Source: an optimization exercise on an open RTL-to-GDS flow (aim: a short achievable clock period and few clock cycles). Production flows keep margins and buffers that such runs may drop. The RTL was checked by simulation tests, not by an equivalence proof against the original design. Power figures rest on the tool's default switching activity, not on a simulated workload.

--- flow/design.v ---
module bsb_cksum_engine (
    input  wire        clk,
    input  wire        rst,
    input  wire [7:0]  bus_addr,
    input  wire [7:0]  bus_wdata,
    input  wire        bus_we,
    output reg  [7:0]  bus_rdata,
    output wire [7:0]  status,
    output wire [15:0] cksum
);
    localparam [3:0] ERR_NONE     = 4'd0;
    localparam [3:0] ERR_OVERFLOW = 4'd6;
    localparam [3:0] ERR_BAD_OP   = 4'd8;
    function [127:0] rom_r;
        input [5:0] j;
        begin
            case (j)
            6'd0: rom_r = 128'hb449d234691a348d9256492bac85de52;
            6'd1: rom_r = 128'h6f29bf845fc22fe19fe04ff027f813fc;
            6'd2: rom_r = 128'h09fe04ff8a6fcd27ee83ff51f7b87bdc;
            6'd3: rom_r = 128'h3dee1ef7876bcba5edc276e1b36059b0;
            6'd4: rom_r = 128'h2cd8166c0b36059b8addcd7e66bfbb4f;
            6'd5: rom_r = 128'hd5b7e2cbf975f4aa7a55b53a5a9da55e;
            6'd6: rom_r = 128'h52afa147d8b3e449fa347d1a3e8d9756;
            6'd7: rom_r = 128'h4babadc5def26f79bfac5fd62feb9fe5;
            6'd8: rom_r = 128'hc7e263f1b9e85cf42e7a173d838e41c7;
            6'd9: rom_r = 128'ha8f3dc69e6247312398994d44a6a2535;
            6'd10: rom_r = 128'h9a8a4d45aeb25759a3bc51de28ef9c67;
            6'd11: rom_r = 128'hc623eb01fd907ec83f641fb20fd98ffc;
            6'd12: rom_r = 128'h47fe23ff99efc4e7ea63fd21f6807b40;
            6'd13: rom_r = 128'h3da01ed00f6807b403da01ed88e64473;
            6'd14: rom_r = 128'haa29dd046e82374193b049d824ec1276;
            6'd15: rom_r = 128'h093b8c8dce56672bbb85d5d26ae9bd64;
            6'd16: rom_r = 128'h5eb22f599fbc4fde27ef9be7c5e3eae1;
            6'd17: rom_r = 128'hfd607eb03f581fac0fd607eb8be5cde2;
            6'd18: rom_r = 128'h66f1bb685db42eda176d83a641d3a8f9;
            6'd19: rom_r = 128'hdc6c6e36371b939dc1de60efb867d423;
            6'd20: rom_r = 128'he201f9107c883e441f220f918fd847ec;
            6'd21: rom_r = 128'h23f611fb80edc8666433ba09d5146a8a;
            6'd22: rom_r = 128'h354592b24959acbc565e2b2f9d87c6d3;
            6'd23: rom_r = 128'heb79fdac7ed63f6b97a5c3c261e1b8e0;
            6'd24: rom_r = 128'h5c702e38171c0b8e05c78af3cd69eea4;
            6'd25: rom_r = 128'h77523ba995c44ae225719aa84d5426aa;
            6'd26: rom_r = 128'h135581ba40dda87e543fa20fd917e49b;
            6'd27: rom_r = 128'hfa5df53e7a9fb55fd2bfe14ff8b7f44b;
            6'd28: rom_r = 128'hf235f10a7885b4525a29a50452822941;
            6'd29: rom_r = 128'h9cb04e58272c139609cb8cf5ce6a6735;
            6'd30: rom_r = 128'hbb8a5dc5a6f25379a1ac50d6286b9c25;
            6'd31: rom_r = 128'hc6026301b9905cc82e6417320b998ddc;
            6'd32: rom_r = 128'h46ee237799abc4c5ea727539b28c5946;
            6'd33: rom_r = 128'h2ca39e41c730639831cc18e60c738e29;
            6'd34: rom_r = 128'hcf04678233c191f048f8247c123e091f;
            6'd35: rom_r = 128'h8c9fce5fef3fff8ff7d7f3fbf1edf0e6;
            6'd36: rom_r = 128'h7873b429d20469023481925049282494;
            6'd37: rom_r = 128'h124a09258c824641ab3055982acc1566;
            6'd38: rom_r = 128'h0ab38d49ceb4675a33ad91c648e3ac61;
            6'd39: rom_r = 128'hde206f1037881bc40de206f18b6845b4;
            6'd40: rom_r = 128'h22da116d80a64053a839dc0c6e063703;
            6'd41: rom_r = 128'h9391c1d860ec3076183b840dca16650b;
            6'd42: rom_r = 128'hba95d55a6aadbd465ea3a741dbb06dd8;
            6'd43: rom_r = 128'h36ec1b760dbb8ecdcf7667bbbbcdd5f6;
            6'd44: rom_r = 128'h6afbbd6dd6a66b53bdb9d6cc6b6635b3;
            6'd45: rom_r = 128'h92c9c17460ba305d903e481fac1fde1f;
            6'd46: rom_r = 128'he71ffb9ff5dff2fff16ff0a7f043f031;
            6'd47: rom_r = 128'hf00878043c021e018710438821c410e2;
            6'd48: rom_r = 128'h08718c284614230a118580d24069a824;
            6'd49: rom_r = 128'h54122a099d144e8a27459bb24dd9aefc;
            6'd50: rom_r = 128'h577e2bbf9dcfc6f7eb6bfda5f6c27b61;
            6'd51: rom_r = 128'hb5a05ad02d6816b40b5a05ad8ac64563;
            6'd52: rom_r = 128'haaa1dd406ea037501ba80dd406ea0375;
            6'd53: rom_r = 128'h89aa44d5aa7a553da28e5147a0b3d849;
            6'd54: rom_r = 128'he434721a390d94964a4bad35de8a6f45;
            6'd55: rom_r = 128'hbfb25fd9a7fc53fe29ff9cefc667eb23;
            6'd56: rom_r = 128'hfd81f6d07b683db41eda0f6d8fa647d3;
            6'd57: rom_r = 128'habf9ddec6ef6377b93adc1c660e3b861;
            6'd58: rom_r = 128'hd4206a1035081a840d4206a18b4045a0;
            6'd59: rom_r = 128'h22d0116808b4045a022d89064483aa51;
            6'd60: rom_r = 128'hdd386e9c374e1ba785c3caf1ed6876b4;
            6'd61: rom_r = 128'h3b5a1dad86c64363a9a1dcc06e603730;
            6'd62: rom_r = 128'h1b980dcc06e6037389a9ccc466623331;
            6'd63: rom_r = 128'h918848c4246212318108408420421021;
            endcase
        end
    endfunction
    function [255:0] rom_m;
        input [1:0] r;
        begin
            case (r)
            2'd0: rom_m = 256'h298a14c50a6285316b1235891ac48d62c6b1635831ac315c98ae4c57a62b5315;
            2'd1: rom_m = 256'h84294214210a10858c6b4635231a118d08c60463023185314298214c10a60853;
            2'd2: rom_m = 256'h0084004200210010008c00460023001180084004200210850842042102100108;
            2'd3: rom_m = 256'h8000400020001000080004000200010000800040002000100008000400020001;
            endcase
        end
    endfunction
    function [15:0] nmul;
        input integer    q;
        input [15:0]     w;
        begin
            nmul = w;
            case (q)
            1: begin
                nmul[0] = ^(w & 16'h21d7);
                nmul[1] = ^(w & 16'h43af);
                nmul[2] = ^(w & 16'h875e);
                nmul[3] = ^(w & 16'h0ebc);
                nmul[4] = ^(w & 16'h1d78);
                nmul[5] = ^(w & 16'h1b27);
                nmul[6] = ^(w & 16'h364f);
                nmul[7] = ^(w & 16'h6c9e);
                nmul[8] = ^(w & 16'hd93c);
                nmul[9] = ^(w & 16'hb279);
                nmul[10] = ^(w & 16'h64f2);
                nmul[11] = ^(w & 16'hc9e5);
                nmul[12] = ^(w & 16'hb21d);
                nmul[13] = ^(w & 16'h643a);
                nmul[14] = ^(w & 16'hc875);
                nmul[15] = ^(w & 16'h90eb);
            end
            2: begin
                nmul[0] = ^(w & 16'h3a81);
                nmul[1] = ^(w & 16'h7503);
                nmul[2] = ^(w & 16'hea06);
                nmul[3] = ^(w & 16'hd40c);
                nmul[4] = ^(w & 16'ha819);
                nmul[5] = ^(w & 16'h6ab2);
                nmul[6] = ^(w & 16'hd564);
                nmul[7] = ^(w & 16'haac9);
                nmul[8] = ^(w & 16'h5592);
                nmul[9] = ^(w & 16'hab25);
                nmul[10] = ^(w & 16'h564a);
                nmul[11] = ^(w & 16'hac94);
                nmul[12] = ^(w & 16'h63a8);
                nmul[13] = ^(w & 16'hc750);
                nmul[14] = ^(w & 16'h8ea0);
                nmul[15] = ^(w & 16'h1d40);
            end
            3: begin
                nmul[0] = ^(w & 16'h3007);
                nmul[1] = ^(w & 16'h600e);
                nmul[2] = ^(w & 16'hc01c);
                nmul[3] = ^(w & 16'h8038);
                nmul[4] = ^(w & 16'h0070);
                nmul[5] = ^(w & 16'h30e6);
                nmul[6] = ^(w & 16'h61cc);
                nmul[7] = ^(w & 16'hc398);
                nmul[8] = ^(w & 16'h8730);
                nmul[9] = ^(w & 16'h0e60);
                nmul[10] = ^(w & 16'h1cc1);
                nmul[11] = ^(w & 16'h3983);
                nmul[12] = ^(w & 16'h4300);
                nmul[13] = ^(w & 16'h8600);
                nmul[14] = ^(w & 16'h0c01);
                nmul[15] = ^(w & 16'h1803);
            end
            4: begin
                nmul[0] = ^(w & 16'h87c6);
                nmul[1] = ^(w & 16'h0f8d);
                nmul[2] = ^(w & 16'h1f1b);
                nmul[3] = ^(w & 16'h3e36);
                nmul[4] = ^(w & 16'h7c6c);
                nmul[5] = ^(w & 16'h7f1f);
                nmul[6] = ^(w & 16'hfe3e);
                nmul[7] = ^(w & 16'hfc7d);
                nmul[8] = ^(w & 16'hf8fb);
                nmul[9] = ^(w & 16'hf1f7);
                nmul[10] = ^(w & 16'he3ee);
                nmul[11] = ^(w & 16'hc7dd);
                nmul[12] = ^(w & 16'h087c);
                nmul[13] = ^(w & 16'h10f8);
                nmul[14] = ^(w & 16'h21f1);
                nmul[15] = ^(w & 16'h43e3);
            end
            5: begin
                nmul[0] = ^(w & 16'h902b);
                nmul[1] = ^(w & 16'h2057);
                nmul[2] = ^(w & 16'h40af);
                nmul[3] = ^(w & 16'h815e);
                nmul[4] = ^(w & 16'h02bc);
                nmul[5] = ^(w & 16'h9552);
                nmul[6] = ^(w & 16'h2aa4);
                nmul[7] = ^(w & 16'h5549);
                nmul[8] = ^(w & 16'haa92);
                nmul[9] = ^(w & 16'h5525);
                nmul[10] = ^(w & 16'haa4a);
                nmul[11] = ^(w & 16'h5494);
                nmul[12] = ^(w & 16'h3902);
                nmul[13] = ^(w & 16'h7205);
                nmul[14] = ^(w & 16'he40a);
                nmul[15] = ^(w & 16'hc815);
            end
            6: begin
                nmul[0] = ^(w & 16'h6e9a);
                nmul[1] = ^(w & 16'hdd34);
                nmul[2] = ^(w & 16'hba69);
                nmul[3] = ^(w & 16'h74d2);
                nmul[4] = ^(w & 16'he9a5);
                nmul[5] = ^(w & 16'hbdd0);
                nmul[6] = ^(w & 16'h7ba1);
                nmul[7] = ^(w & 16'hf743);
                nmul[8] = ^(w & 16'hee87);
                nmul[9] = ^(w & 16'hdd0e);
                nmul[10] = ^(w & 16'hba1c);
                nmul[11] = ^(w & 16'h7439);
                nmul[12] = ^(w & 16'h86e9);
                nmul[13] = ^(w & 16'h0dd3);
                nmul[14] = ^(w & 16'h1ba6);
                nmul[15] = ^(w & 16'h374d);
            end
            7: begin
                nmul[0] = ^(w & 16'hae1a);
                nmul[1] = ^(w & 16'h5c35);
                nmul[2] = ^(w & 16'hb86a);
                nmul[3] = ^(w & 16'h70d4);
                nmul[4] = ^(w & 16'he1a9);
                nmul[5] = ^(w & 16'h6d49);
                nmul[6] = ^(w & 16'hda93);
                nmul[7] = ^(w & 16'hb527);
                nmul[8] = ^(w & 16'h6a4f);
                nmul[9] = ^(w & 16'hd49f);
                nmul[10] = ^(w & 16'ha93e);
                nmul[11] = ^(w & 16'h527d);
                nmul[12] = ^(w & 16'h0ae1);
                nmul[13] = ^(w & 16'h15c3);
                nmul[14] = ^(w & 16'h2b86);
                nmul[15] = ^(w & 16'h570d);
            end
            8: begin
                nmul[0] = ^(w & 16'hba4c);
                nmul[1] = ^(w & 16'h7498);
                nmul[2] = ^(w & 16'he931);
                nmul[3] = ^(w & 16'hd263);
                nmul[4] = ^(w & 16'ha4c7);
                nmul[5] = ^(w & 16'hf3c3);
                nmul[6] = ^(w & 16'he787);
                nmul[7] = ^(w & 16'hcf0f);
                nmul[8] = ^(w & 16'h9e1e);
                nmul[9] = ^(w & 16'h3c3d);
                nmul[10] = ^(w & 16'h787a);
                nmul[11] = ^(w & 16'hf0f4);
                nmul[12] = ^(w & 16'h5ba4);
                nmul[13] = ^(w & 16'hb749);
                nmul[14] = ^(w & 16'h6e93);
                nmul[15] = ^(w & 16'hdd26);
            end
            9: begin
                nmul[0] = ^(w & 16'h4209);
                nmul[1] = ^(w & 16'h8412);
                nmul[2] = ^(w & 16'h0824);
                nmul[3] = ^(w & 16'h1049);
                nmul[4] = ^(w & 16'h2092);
                nmul[5] = ^(w & 16'h032c);
                nmul[6] = ^(w & 16'h0658);
                nmul[7] = ^(w & 16'h0cb1);
                nmul[8] = ^(w & 16'h1962);
                nmul[9] = ^(w & 16'h32c5);
                nmul[10] = ^(w & 16'h658a);
                nmul[11] = ^(w & 16'hcb14);
                nmul[12] = ^(w & 16'hd420);
                nmul[13] = ^(w & 16'ha841);
                nmul[14] = ^(w & 16'h5082);
                nmul[15] = ^(w & 16'ha104);
            end
            10: begin
                nmul[0] = ^(w & 16'h4c3d);
                nmul[1] = ^(w & 16'h987a);
                nmul[2] = ^(w & 16'h30f5);
                nmul[3] = ^(w & 16'h61eb);
                nmul[4] = ^(w & 16'hc3d6);
                nmul[5] = ^(w & 16'hcb91);
                nmul[6] = ^(w & 16'h9723);
                nmul[7] = ^(w & 16'h2e47);
                nmul[8] = ^(w & 16'h5c8f);
                nmul[9] = ^(w & 16'hb91f);
                nmul[10] = ^(w & 16'h723f);
                nmul[11] = ^(w & 16'he47f);
                nmul[12] = ^(w & 16'h84c3);
                nmul[13] = ^(w & 16'h0987);
                nmul[14] = ^(w & 16'h130f);
                nmul[15] = ^(w & 16'h261e);
            end
            11: begin
                nmul[0] = ^(w & 16'h279d);
                nmul[1] = ^(w & 16'h4f3b);
                nmul[2] = ^(w & 16'h9e76);
                nmul[3] = ^(w & 16'h3ced);
                nmul[4] = ^(w & 16'h79db);
                nmul[5] = ^(w & 16'hd42b);
                nmul[6] = ^(w & 16'ha857);
                nmul[7] = ^(w & 16'h50af);
                nmul[8] = ^(w & 16'ha15e);
                nmul[9] = ^(w & 16'h42bc);
                nmul[10] = ^(w & 16'h8579);
                nmul[11] = ^(w & 16'h0af2);
                nmul[12] = ^(w & 16'h3279);
                nmul[13] = ^(w & 16'h64f3);
                nmul[14] = ^(w & 16'hc9e7);
                nmul[15] = ^(w & 16'h93ce);
            end
            12: begin
                nmul[0] = ^(w & 16'h5093);
                nmul[1] = ^(w & 16'ha127);
                nmul[2] = ^(w & 16'h424f);
                nmul[3] = ^(w & 16'h849e);
                nmul[4] = ^(w & 16'h093c);
                nmul[5] = ^(w & 16'h42eb);
                nmul[6] = ^(w & 16'h85d6);
                nmul[7] = ^(w & 16'h0bac);
                nmul[8] = ^(w & 16'h1759);
                nmul[9] = ^(w & 16'h2eb3);
                nmul[10] = ^(w & 16'h5d66);
                nmul[11] = ^(w & 16'hbacd);
                nmul[12] = ^(w & 16'h2509);
                nmul[13] = ^(w & 16'h4a12);
                nmul[14] = ^(w & 16'h9424);
                nmul[15] = ^(w & 16'h2849);
            end
            13: begin
                nmul[0] = ^(w & 16'hcad6);
                nmul[1] = ^(w & 16'h95ad);
                nmul[2] = ^(w & 16'h2b5b);
                nmul[3] = ^(w & 16'h56b6);
                nmul[4] = ^(w & 16'had6d);
                nmul[5] = ^(w & 16'h900c);
                nmul[6] = ^(w & 16'h2019);
                nmul[7] = ^(w & 16'h4033);
                nmul[8] = ^(w & 16'h8067);
                nmul[9] = ^(w & 16'h00cf);
                nmul[10] = ^(w & 16'h019e);
                nmul[11] = ^(w & 16'h033d);
                nmul[12] = ^(w & 16'hccad);
                nmul[13] = ^(w & 16'h995a);
                nmul[14] = ^(w & 16'h32b5);
                nmul[15] = ^(w & 16'h656b);
            end
            14: begin
                nmul[0] = ^(w & 16'h15cc);
                nmul[1] = ^(w & 16'h2b98);
                nmul[2] = ^(w & 16'h5730);
                nmul[3] = ^(w & 16'hae61);
                nmul[4] = ^(w & 16'h5cc2);
                nmul[5] = ^(w & 16'hac49);
                nmul[6] = ^(w & 16'h5892);
                nmul[7] = ^(w & 16'hb124);
                nmul[8] = ^(w & 16'h6249);
                nmul[9] = ^(w & 16'hc492);
                nmul[10] = ^(w & 16'h8924);
                nmul[11] = ^(w & 16'h1248);
                nmul[12] = ^(w & 16'h315c);
                nmul[13] = ^(w & 16'h62b9);
                nmul[14] = ^(w & 16'hc573);
                nmul[15] = ^(w & 16'h8ae6);
            end
            15: begin
                nmul[0] = ^(w & 16'h0001);
                nmul[1] = ^(w & 16'h0002);
                nmul[2] = ^(w & 16'h0004);
                nmul[3] = ^(w & 16'h0008);
                nmul[4] = ^(w & 16'h0010);
                nmul[5] = ^(w & 16'h0020);
                nmul[6] = ^(w & 16'h0040);
                nmul[7] = ^(w & 16'h0080);
                nmul[8] = ^(w & 16'h0100);
                nmul[9] = ^(w & 16'h0200);
                nmul[10] = ^(w & 16'h0400);
                nmul[11] = ^(w & 16'h0800);
                nmul[12] = ^(w & 16'h1000);
                nmul[13] = ^(w & 16'h2000);
                nmul[14] = ^(w & 16'h4000);
                nmul[15] = ^(w & 16'h8000);
            end
                default: nmul = w;
            endcase
        end
    endfunction
    reg [511:0] txb, rxb;           
    reg [7:0]   arg_q;
    reg [15:0]  cksum_q;
    reg         busy_q, done_q, ok_q;
    reg [3:0]   err_q;
    reg [7:0]   cmd_q;
    reg [15:0]  selk_q;             
    reg [3:0]   mskc_q;             
    reg [2:0]   mskl_q;             
    reg [255:0] mat_q;              
    reg [15:0]  lpbc_q;             
    reg         ovf_q;              
    reg         pw_v, pw_b;
    reg [5:0]   pw_j;
    reg [7:0]   pw_old, pw_new;
    reg [255:16] dtx, drx;          
    reg [223:14] stx, srx;          
    assign status = {err_q, 1'b0, ok_q, done_q, busy_q};
    assign cksum  = cksum_q;
    wire host_wr = bus_we && !busy_q;
    wire cmd_wr  = host_wr && (bus_addr == 8'h00);
    wire arg_wr  = host_wr && (bus_addr == 8'h01);
    wire tx_wr   = host_wr && (bus_addr[7:6] == 2'b01);
    wire rx_wr   = host_wr && (bus_addr[7:6] == 2'b10);
    wire [7:0] rd_buf;              
    bsb_rdmux u_rdmux (.bufs({rxb, txb}), .addr(bus_addr), .rd(rd_buf));
    reg [7:0] rd_reg;
    always @(*) begin
        case (bus_addr)
            8'h01:   rd_reg = arg_q;
            8'h09:   rd_reg = status;
            8'h0B:   rd_reg = cksum_q[7:0];
            8'h0C:   rd_reg = cksum_q[15:8];
            default: rd_reg = 8'h00;
        endcase
        bus_rdata = rd_buf | rd_reg;
    end
    genvar gi;
    generate
        for (gi = 0; gi < 64; gi = gi + 1) begin : g_buf
            always @(posedge clk) begin
                if (rst) begin
                    txb[8*gi +: 8] <= 8'h00;
                    rxb[8*gi +: 8] <= 8'h00;
                end else begin
                    if (tx_wr && bus_addr[5:0] == gi) txb[8*gi +: 8] <= bus_wdata;
                    if (rx_wr && bus_addr[5:0] == gi) rxb[8*gi +: 8] <= bus_wdata;
                end
            end
        end
    endgenerate
    always @(posedge clk) begin
        if (rst) begin
            pw_v   <= 1'b0;
            pw_b   <= 1'b0;
            pw_j   <= 6'd0;
            pw_old <= 8'h00;
            pw_new <= 8'h00;
        end else begin
            pw_v   <= tx_wr || rx_wr;
            pw_b   <= bus_addr[7];
            pw_j   <= bus_addr[5:0];
            pw_old <= rd_buf;
            pw_new <= bus_wdata;
        end
    end
    wire [7:0]   dlt  = pw_old ^ pw_new;
    wire [127:0] rcol = rom_r(pw_j);
    reg  [15:0]  pw_w;              
    integer k;
    always @(*) begin
        pw_w = 16'h0000;
        for (k = 0; k < 8; k = k + 1)
            if (dlt[k]) pw_w = pw_w ^ rcol[16*k +: 16];
    end
    wire [13:0] pw_d;               
    bsb_sub8 u_sub (.x(pw_new), .y(pw_old), .z(pw_d));
    wire up_tx = pw_v && !pw_b;
    wire up_rx = pw_v &&  pw_b;
    generate
        for (gi = 1; gi < 16; gi = gi + 1) begin : g_pre
            wire        hit = (pw_j[5:2] < gi);
            wire [15:0] wq  = nmul(gi, pw_w);
            wire [13:0] stx_n, srx_n;
            bsb_add14 u_atx (.x(stx[14*gi +: 14]), .y(pw_d), .z(stx_n));
            bsb_add14 u_arx (.x(srx[14*gi +: 14]), .y(pw_d), .z(srx_n));
            always @(posedge clk) begin
                if (rst) begin
                    dtx[16*gi +: 16] <= 16'h0000;
                    drx[16*gi +: 16] <= 16'h0000;
                    stx[14*gi +: 14] <= 14'd0;
                    srx[14*gi +: 14] <= 14'd0;
                end else begin
                    if (up_tx && hit) begin
                        dtx[16*gi +: 16] <= dtx[16*gi +: 16] ^ wq;
                        stx[14*gi +: 14] <= stx_n;
                    end
                    if (up_rx && hit) begin
                        drx[16*gi +: 16] <= drx[16*gi +: 16] ^ wq;
                        srx[14*gi +: 14] <= srx_n;
                    end
                end
            end
        end
    endgenerate
    wire [31:0] blk_tx, blk_rx;
    wire [15:0] a_tx, a_rx;
    wire [13:0] s_tx, s_rx;
    wire [15:0] crc_tx, crc_rx, lpb_tx, lpb_rx;
    wire [7:0]  pps_tx, pps_rx;
    bsb_blksel u_sel_tx (.buff(txb), .d(dtx), .s(stx), .selk(selk_q),
                         .blk(blk_tx), .a(a_tx), .ss(s_tx));
    bsb_blksel u_sel_rx (.buff(rxb), .d(drx), .s(srx), .selk(selk_q),
                         .blk(blk_rx), .a(a_rx), .ss(s_rx));
    bsb_crcfin u_crc_tx (.blk(blk_tx), .a(a_tx), .mskc(mskc_q), .mat(mat_q), .crc(crc_tx));
    bsb_crcfin u_crc_rx (.blk(blk_rx), .a(a_rx), .mskc(mskc_q), .mat(mat_q), .crc(crc_rx));
    bsb_lpbfin u_lpb_tx (.blk(blk_tx), .s(s_tx), .mskl(mskl_q), .lpbc(lpbc_q), .lpb(lpb_tx));
    bsb_lpbfin u_lpb_rx (.blk(blk_rx), .s(s_rx), .mskl(mskl_q), .lpbc(lpbc_q), .lpb(lpb_rx));
    bsb_ppsfin u_pps_tx (.blk(blk_tx), .s(s_tx[7:0]), .mskc(mskc_q), .pps(pps_tx));
    bsb_ppsfin u_pps_rx (.blk(blk_rx), .s(s_rx[7:0]), .mskc(mskc_q), .pps(pps_rx));
    wire       fin   = busy_q || (cmd_wr && !pw_v);
    wire [7:0] c     = busy_q ? cmd_q : bus_wdata;
    wire [3:0] c_op  = c[3:0];
    wire       c_ck  = (c_op == 4'h2) || (c_op == 4'h3) || (c_op == 4'h4);
    wire       c_legal = (c[7:5] == 3'b000) && (c_ck || (c[4:0] == 5'h00));
    reg [15:0] res;
    always @(*) begin
        case ({c[4], c_op})
            5'h02:   res = crc_tx;
            5'h12:   res = crc_rx;
            5'h03:   res = lpb_tx;
            5'h13:   res = lpb_rx;
            5'h14:   res = {8'h00, pps_rx};
            default: res = {8'h00, pps_tx};
        endcase
    end
    wire [7:0] nm1    = bus_wdata - 8'd1;
    wire       nvalid = (bus_wdata != 8'd0) && (bus_wdata <= 8'd64);
    integer a;
    always @(posedge clk) begin
        if (rst) begin
            arg_q   <= 8'h00;
            selk_q  <= 16'd0;
            mskc_q  <= 4'd0;
            mskl_q  <= 3'd0;
            mat_q   <= 256'h0;
            lpbc_q  <= 16'h00FE;
            ovf_q   <= 1'b0;
            cksum_q <= 16'h0000;
            busy_q  <= 1'b0;
            done_q  <= 1'b0;
            ok_q    <= 1'b0;
            err_q   <= ERR_NONE;
            cmd_q   <= 8'h00;
        end else begin
            if (arg_wr) begin
                arg_q  <= bus_wdata;
                for (a = 0; a < 16; a = a + 1)
                    selk_q[a] <= nvalid && (nm1[5:2] == a);
                for (a = 0; a < 4; a = a + 1)
                    mskc_q[a] <= nvalid && (a <= nm1[1:0]);
                for (a = 0; a < 3; a = a + 1)
                    mskl_q[a] <= nvalid && (a < nm1[1:0]);
                mat_q  <= rom_m(nm1[1:0]);
                lpbc_q <= 16'h00FE - {bus_wdata, 8'h00} + {8'h00, bus_wdata};
                ovf_q  <= (bus_wdata > 8'd64);
            end
            if (cmd_wr) cmd_q <= bus_wdata;
            if (fin) begin
                busy_q <= 1'b0;
                done_q <= 1'b1;
                if (!c_legal) begin
                    ok_q  <= 1'b0;
                    err_q <= ERR_BAD_OP;
                end else if (c_op == 4'h0) begin
                    ok_q  <= 1'b1;
                    err_q <= ERR_NONE;
                end else if (ovf_q) begin
                    ok_q  <= 1'b0;
                    err_q <= ERR_OVERFLOW;
                end else begin
                    ok_q    <= 1'b1;
                    err_q   <= ERR_NONE;
                    cksum_q <= res;
                end
            end else if (cmd_wr) begin
                busy_q <= 1'b1;
                done_q <= 1'b0;
                ok_q   <= 1'b0;
                err_q  <= ERR_NONE;
            end
        end
    end
endmodule
module bsb_ks16 (
    input  wire [15:0] x,
    input  wire [15:0] y,
    output wire [15:0] z
);
    reg [15:0] g, p;
    integer d, j;
    always @(*) begin
        g = x & y;
        p = x ^ y;
        for (d = 1; d < 16; d = d * 2)
            for (j = 15; j >= d; j = j - 1) begin
                g[j] = g[j] | (p[j] & g[j-d]);
                p[j] = p[j] & p[j-d];
            end
    end
    assign z = (x ^ y) ^ {g[14:0], 1'b0};
endmodule
module bsb_add14 (
    input  wire [13:0] x,
    input  wire [13:0] y,
    output wire [13:0] z
);
    wire [15:0] t;
    bsb_ks16 u_ks (.x({2'b00, x}), .y({2'b00, y}), .z(t));
    assign z = t[13:0];
endmodule
module bsb_sub8 (
    input  wire [7:0]  x,
    input  wire [7:0]  y,
    output wire [13:0] z
);
    assign z = {6'd0, x} - {6'd0, y};
endmodule
module bsb_rdmux (
    input  wire [1023:0] bufs,
    input  wire [7:0]    addr,
    output wire [7:0]    rd
);
    wire [127:0] sel;
    bsb_rddec   u_dec (.addr(addr), .sel(sel));
    bsb_rdandor u_ao  (.bufs(bufs), .sel(sel), .rd(rd));
endmodule
module bsb_rddec (
    input  wire [7:0]   addr,
    output wire [127:0] sel
);
    wire [7:0]  sel_lo;
    wire [15:0] sel_hi;
    genvar gs;
    generate
        for (gs = 0; gs < 8; gs = gs + 1) begin : g_slo
            assign sel_lo[gs] = (addr[2:0] == gs);
        end
        for (gs = 0; gs < 8; gs = gs + 1) begin : g_shi
            assign sel_hi[gs]     = (addr[7:3] == 5'b01000 + gs);
            assign sel_hi[gs + 8] = (addr[7:3] == 5'b10000 + gs);
        end
        for (gs = 0; gs < 128; gs = gs + 1) begin : g_sel
            assign sel[gs] = sel_hi[gs / 8] & sel_lo[gs % 8];
        end
    endgenerate
endmodule
module bsb_rdandor (
    input  wire [1023:0] bufs,
    input  wire [127:0]  sel,
    output reg  [7:0]    rd
);
    integer r;
    always @(*) begin
        rd = 8'h00;
        for (r = 0; r < 128; r = r + 1)
            rd = rd | (bufs[8*r +: 8] & {8{sel[r]}});
    end
endmodule
module bsb_blksel (
    input  wire [511:0]  buff,
    input  wire [255:16] d,
    input  wire [223:14] s,
    input  wire [15:0]   selk,
    output reg  [31:0]   blk,
    output reg  [15:0]   a,
    output reg  [13:0]   ss
);
    integer q;
    always @(*) begin
        blk = 32'd0;
        a   = 16'h0000;
        ss  = 14'd0;
        for (q = 0; q < 16; q = q + 1)
            blk = blk | (buff[32*q +: 32] & {32{selk[q]}});
        for (q = 1; q < 16; q = q + 1) begin
            a  = a  | (d[16*q +: 16] & {16{selk[q]}});
            ss = ss | (s[14*q +: 14] & {14{selk[q]}});
        end
    end
endmodule
module bsb_crcfin (
    input  wire [31:0]  blk,
    input  wire [15:0]  a,
    input  wire [3:0]   mskc,
    input  wire [255:0] mat,
    output reg  [15:0]  crc
);
    function [15:0] kfun;
        input [31:0] x;
        begin
            kfun[0] = ^(x & 32'h1119581c);
            kfun[1] = ^(x & 32'h2232b038);
            kfun[2] = ^(x & 32'h44646071);
            kfun[3] = ^(x & 32'h88c8c0e2);
            kfun[4] = ^(x & 32'h109181c5);
            kfun[5] = ^(x & 32'h313b5b97);
            kfun[6] = ^(x & 32'h6276b62e);
            kfun[7] = ^(x & 32'hc4ec6c5d);
            kfun[8] = ^(x & 32'h88d9d9ba);
            kfun[9] = ^(x & 32'h10b3b375);
            kfun[10] = ^(x & 32'h206667eb);
            kfun[11] = ^(x & 32'h40ccced6);
            kfun[12] = ^(x & 32'h9181c5b1);
            kfun[13] = ^(x & 32'h22038b63);
            kfun[14] = ^(x & 32'h440616c7);
            kfun[15] = ^(x & 32'h880c2c8e);
        end
    endfunction
    reg [31:0] kx;
    integer b, i;
    reg [15:0] y;
    always @(*) begin
        for (b = 0; b < 4; b = b + 1)
            kx[8*b +: 8] = blk[8*b +: 8] & {8{mskc[b]}};
        y = a ^ kfun(kx);
        for (i = 0; i < 16; i = i + 1)
            crc[i] = ^(mat[16*i +: 16] & y);
    end
endmodule
module bsb_csa16 (
    input  wire [15:0] x,
    input  wire [15:0] y,
    input  wire [15:0] z,
    output wire [15:0] s,
    output wire [15:0] c
);
    wire [15:0] m = (x & y) | (x & z) | (y & z);
    assign s = x ^ y ^ z;
    assign c = {m[14:0], 1'b0};
endmodule
module bsb_lpbfin (
    input  wire [31:0] blk,
    input  wire [13:0] s,
    input  wire [2:0]  mskl,
    input  wire [15:0] lpbc,
    output wire [15:0] lpb
);
    wire [7:0] x0 = blk[7:0]   & {8{mskl[0]}};
    wire [7:0] x1 = blk[15:8]  & {8{mskl[1]}};
    wire [7:0] x2 = blk[23:16] & {8{mskl[2]}};
    wire [15:0] s1, c1, s2, c2, s3, c3;
    bsb_csa16 u_c1 (.x(lpbc), .y({2'b00, s}), .z({8'h00, x0}), .s(s1), .c(c1));
    bsb_csa16 u_c2 (.x(s1), .y(c1), .z({8'h00, x1}), .s(s2), .c(c2));
    bsb_csa16 u_c3 (.x(s2), .y(c2), .z({8'h00, x2}), .s(s3), .c(c3));
    bsb_ks16  u_ks (.x(s3), .y(c3), .z(lpb));
endmodule
module bsb_ppsfin (
    input  wire [31:0] blk,
    input  wire [7:0]  s,
    input  wire [3:0]  mskc,
    output wire [7:0]  pps
);
    wire [7:0] x0 = blk[7:0]   & {8{mskc[0]}};
    wire [7:0] x1 = blk[15:8]  & {8{mskc[1]}};
    wire [7:0] x2 = blk[23:16] & {8{mskc[2]}};
    wire [7:0] x3 = blk[31:24] & {8{mskc[3]}};
    wire [15:0] s1, c1, s2, c2, s3, c3, s4, c4, z;
    bsb_csa16 u_c1 (.x({8'h00, ~s}),  .y({8'h00, ~x0}), .z({8'h00, ~x1}), .s(s1), .c(c1));
    bsb_csa16 u_c2 (.x({8'h00, ~x2}), .y({8'h00, ~x3}), .z(16'd5),        .s(s2), .c(c2));
    bsb_csa16 u_c3 (.x(s1), .y(c1), .z(s2), .s(s3), .c(c3));
    bsb_csa16 u_c4 (.x(s3), .y(c3), .z(c2), .s(s4), .c(c4));
    bsb_ks16  u_ks (.x(s4), .y(c4), .z(z));
    assign pps = z[7:0];
endmodule
--- flow/run.sh ---
#!/bin/bash
# synth_recipe.tcl (not shown) runs the flow's synth.tcl, then flattens the netlist and writes it again
# the make line also repeats each setting of config.mk as NAME=value (left out here)
make -C /OpenROAD-flow-scripts/flow DESIGN_CONFIG=/design/flow/config.mk WORK_HOME=/design/flow/orfs CLKGATE_MAP_FILE= SYNTH_SCRIPT=/design/flow/synth_recipe.tcl finish
--- flow/config.mk ---
export PLATFORM = sky130hd
export DESIGN_NAME = bsb_cksum_engine
export DESIGN_NICKNAME = bsb_cksum_engine
export VERILOG_FILES = /design/flow/design.v
export SDC_FILE = /design/flow/constraint.sdc
export NUM_CORES = 4
export LEC_CHECK = 0
export CAP_MARGIN = 20
export CORE_MARGIN = 2
export CORE_UTILIZATION = 40
export SETUP_SLACK_MARGIN = 3
export SLEW_MARGIN = 20
export SYNTH_HIERARCHICAL = 1
export SYNTH_MEMORY_MAX_BITS = 65536
export SYNTH_MINIMUM_KEEP_SIZE = 0
export TNS_END_PERCENT = 10
--- flow/constraint.sdc ---
create_clock -name core_clock -period 8.0 [get_ports {clk}]
set_input_delay 1.6000 -clock core_clock [delete_from_list [all_inputs] [get_ports {clk}]]
set_output_delay 1.6000 -clock core_clock [all_outputs]
set_load 0.01 [all_outputs]
==> load_flow_metrics.sql <==
INSERT INTO impl_metrics (metric_group, metric, value, unit) VALUES
('critical_path', 'critPathKind', 'in2out', ''),
('global_route', 'grt_max_degree', '208', ''),
('global_route', 'grt_use_total', '45.5', '%'),
('clocking', 'h-tree-depth', '4', ''),
('die', 'fp.dieArea', '357000', 'sq um'),
('logic_synthesis', 'post_synth_instance_area', '141000', 'sq um'),
('min_path', 'min_to', 'cmd_q[6]', ''),
('sta', 'final.period_utilization', '75.9', '%'),
('clocking', 'number_of_buffers_inserted_during_clock_tree_synthesis', '244', ''),
('sta', 'fmax', '165', 'MHz'),
('global_route', 'grt_pass1_vias', '128000', ''),
('clocking', 'cts.root.buffer_cell', 'sky130_fd_sc_hd__clkbuf_16', ''),
('die', 'std_cell_rows', '217', ''),
('detailed_routing', 'drt_wl_total', '859000', 'um'),
('min_path', 'timing.hold.worst.start', 'cmd_q[6]', ''),
('die', 'placeableCoreArea', '350000', 'sq um'),
('place', 'numPortBuffers', '48', ''),
('pwr', 'power_leakage', '58.5', 'nW'),
('place', 'place.detailed.instances', '21600', ''),
('die', 'dieHeight', '598', 'um'),
('critical_path', 'worstRegToRegCells', '18', ''),
('clocking', 'clock_tree_from_tritoncts', 'yes', ''),
('global_route', 'grt_first_pass_wirelength', '1120000', 'um'),
('clocking', 'clock_tree.buffer_depth', '4', ''),
('clocking', 'ctsHoldBuffers', '0', ''),
('pwr', 'irDropWorstVdd', '0.317', 'mV'),
('sta', 'finalCriticalPeriod', '6.08', 'ns'),
('clocking', 'clock_sinks', '2058', ''),
('detailed_routing', 'post_drt_via_cell_ratio', '6.51', ''),
('critical_path', 'critical_path.endpoint_type', 'primary output', ''),
('detailed_routing', 'post_drt_wl_per_cell', '38.4', 'um'),
('critical_path', 'crit-reg2reg-capture', 'cksum_q[12]', ''),
('detailed_routing', 'remaining_antenna_violation_count', '0', ''),
('finish', 'flow.area_growth_from_synthesis', '14.9', '%'),
('flow_run', 'maxCapViolations', '0', ''),
('sta', 'hold_viol_final', '0', ''),
('critical_path', 'crit_path_max_fanout', '22', ''),
('critical_path', 'critPathLaunchType', 'input pin', ''),
('critical_path', 'r2r_setup_slack', '2.05', 'ns'),
('die', 'die_w', '598', 'um'),
('finish', 'final_cell_area', '162000', 'sq um'),
('sta', 'worst_slew_margin_rel', '13.3', '%'),
('place', 'postPlaceCellArea', '147000', 'sq um'),
('detailed_routing', 'drt_drc_violations_left', '0', ''),
('detailed_routing', 'count_of_tritonroute_iterations_in_the_first_routing_pass', '9', ''),
('place', 'post-dp-hpwl', '643000', 'um'),
('detailed_routing', 'number_of_design_rule_violations_left_by_the_first_detailed_router_iteration', '20700', ''),
('status', 'status', 'timing/DRC/antenna clean', ''),
('clocking', 'clock_insertion_delay_worst_skew', '1.05', 'ns'),
('clocking', 'clk_pin_slew', '0.06', 'ns'),
('critical_path', 'worst_r2r_startpoint', 'selk_q[3]', ''),
('global_route', 'number_of_antenna_violations_at_the_first_check_in_global_routing', '118', ''),
('sta', 'layout_skew', '0.142', 'ns'),
('min_path', 'whs_path_depth', '2', ''),
('min_path', 'worst_hold_path_type', 'reg2reg', ''),
('logic_synthesis', 'syn_avg_cell_area', '8.03', 'sq um'),
('place', 'gpl.final_weighted_congestion', '1.13', ''),
('finish', 'final_layout_size_suffix_gt1_share', '12.6', '%'),
('critical_path', 'cp.arrival', '4.48', 'ns'),
('pwr', 'power_per_cell_area', '224', 'nW/um^2'),
('finish', 'nNetsFinal', '18200', ''),
('finish', 'utilization', '46.2', '%'),
('die', 'initial_utilization', '40.3', '%'),
('die', 'top_level_ports', '51', ''),
('logic_synthesis', 'yosys_warnings', '11', ''),
('logic_synthesis', 'post_synth_inst_count', '17500', ''),
('critical_path', 'worst_ep_required_time', '6.40', 'ns'),
('sta', 'max_slew.worst_pin.slew', '1.30', 'ns'),
('sta', 'timing.final.max_slew_violations', '0', ''),
('detailed_routing', 'vias', '146000', ''),
('sta', 'setup_violations', '0', ''),
('pwr', 'total_power', '36.2', 'mW'),
('sta', 'setup_repair_after_global_routing_missed_its_margin', 'yes', ''),
('global_route', 'grt_remaining_overflow', '0', ''),
('finish', 'finalNonFillerCells', '22400', '');
==> sequential cells by signal, summed over array words and instances, names as in the netlist, 2 cells and up <==
| register | count |
|---|---|
| rxb | 512 |
| drx | 240 |
| cksum_q | 16 |
| pw_old | 8 |
| cmd_q | 8 |
| arg_q | 7 |
| srx | 210 |
| stx | 210 |
| dtx | 240 |
| err_q | 2 |
| txb | 512 |
| lpbc_q | 16 |
| mskl_q | 3 |
| selk_q | 16 |
| rcol | 30 |
| mskc_q | 2 |
| pw_new | 8 |
| pw_j | 4 |
| mat_q | 8 |
==> cell usage in the layout, fill, tap and decap left out, types with 257 or more instances in the layout <==
cell type                   count
sky130_fd_sc_hd__nand2_1     3846
sky130_fd_sc_hd__a22o_1       498
sky130_fd_sc_hd__a221oi_1     283
sky130_fd_sc_hd__a22oi_1      412
sky130_fd_sc_hd__a21oi_1     2198
sky130_fd_sc_hd__buf_4        639
sky130_fd_sc_hd__nor2_1       537
sky130_fd_sc_hd__xor2_1       441
sky130_fd_sc_hd__dfxtp_1     2037
sky130_fd_sc_hd__o211ai_1     311
sky130_fd_sc_hd__o21ai_0      548
sky130_fd_sc_hd__ha_1         473
sky130_fd_sc_hd__clkbuf_16    257
sky130_fd_sc_hd__nand3_1      364
sky130_fd_sc_hd__xnor2_1      805
sky130_fd_sc_hd__or3_1        442
==> report_power, final <==
group,internal [mW],switching (mW),leakage [nW]
Clock,6.82,5.10,4.09
Sequential,10.6,0.295,16.6
Combinational,4.49,8.97,37.7
Total,21.9,14.4,58.5
==> worst max-delay path: stages <==
cell and delay [ns]:
sky130_fd_sc_hd__buf_12 0.14, sky130_fd_sc_hd__buf_6 0.17, sky130_fd_sc_hd__buf_4 0.17, sky130_fd_sc_hd__nor2_1 0.69
sky130_fd_sc_hd__nand2_2 0.64, sky130_fd_sc_hd__nor2_1 0.32, sky130_fd_sc_hd__buf_4 0.25, sky130_fd_sc_hd__a21oi_2 0.08
sky130_fd_sc_hd__nand3_1 0.09, sky130_fd_sc_hd__clkdlybuf4s15_1 0.25
==> area by class of cell <==
cell class | instances | area [sq um]
fill | 34400 | 188000
multi-input combinational | 14200 | 97200
sequential | 2058 | 41300
timing repair buffer | 870 | 8520
clock buffer | 364 | 7190
tap | 4599 | 5750
clock inverter | 89 | 1130
inverter | 139 | 522
antenna | 90 | 225
==> worst max path at each step <==
| stage | start | to | slack, ns |
|---|---|---|---|
| 3_3_place_gp | bus_addr[6] | bus_rdata[2] | -0.07 |
| 2_1_floorplan | bus_addr[3] | bus_rdata[0] | 3.00 |
| 4_1_cts | bus_addr[6] | bus_rdata[2] | 1.96 |
| 5_1_grt | bus_addr[6] | bus_rdata[7] | 1.97 |
| 6_report | bus_addr[1] | bus_rdata[5] | 1.92 |
| 3_5_place_dp | bus_addr[6] | bus_rdata[2] | 0.50 |
==> metal layers <==
metal  share of wire, %  wire length [um]  global-route usage (%)
met5              0.040               340                       0
met4                 10             90200                    37.9
met3                 11             94600                    12.0
met2                 41            353000                    66.6
met1                 37            321000                    55.7
==> through the flow <==
stage	setup TNS (ns)	setup WS (ns)	hold slack (ns)
floorplan	0	3.00	0.432
global placement	-0.0718	-0.0718	0.442
detailed placement	0	0.501	0.446
CTS	0	1.96	0.452
global route	0	1.97	0.467
finish	0	1.92	0.454
==> timing repair <==
item                                    in CTS  in global routing
gates cloned                                 5                 16
gates resized for setup                    361                407
setup buffers                               71                171
endpoints found under the hold margin        0                  0
pin swaps                                  105                229
endpoints found under the setup margin      40                155
Testbench counts, summed over its fixed seeds: cycles 12,838.

## re-timing with driven ports
Ports are ideal in the flow. The routed layout listed here was re-timed in OpenROAD. Step 1 assumes that a clkbuf_16 drives the clock port and a buf_2 every other input. Step 2 also shifts input and output timing later by t, the mid clock arrival at the registers, as if the neighbouring blocks saw the same clock. a / b / c = no drivers / after step 1 / after step 2; a / b = the first two.
t, ns: 1.102
setup WS [ns]: 1.925 / 1.831 / 1.831
hold slack, ns: 0.454 / 0.454 / 0.454
worst slew at a driven data input, ns: 0.16
After both steps this run still meets setup and hold. The setup slack of this run moves by -0.094 ns with the drivers and by -0.094 ns with both steps.
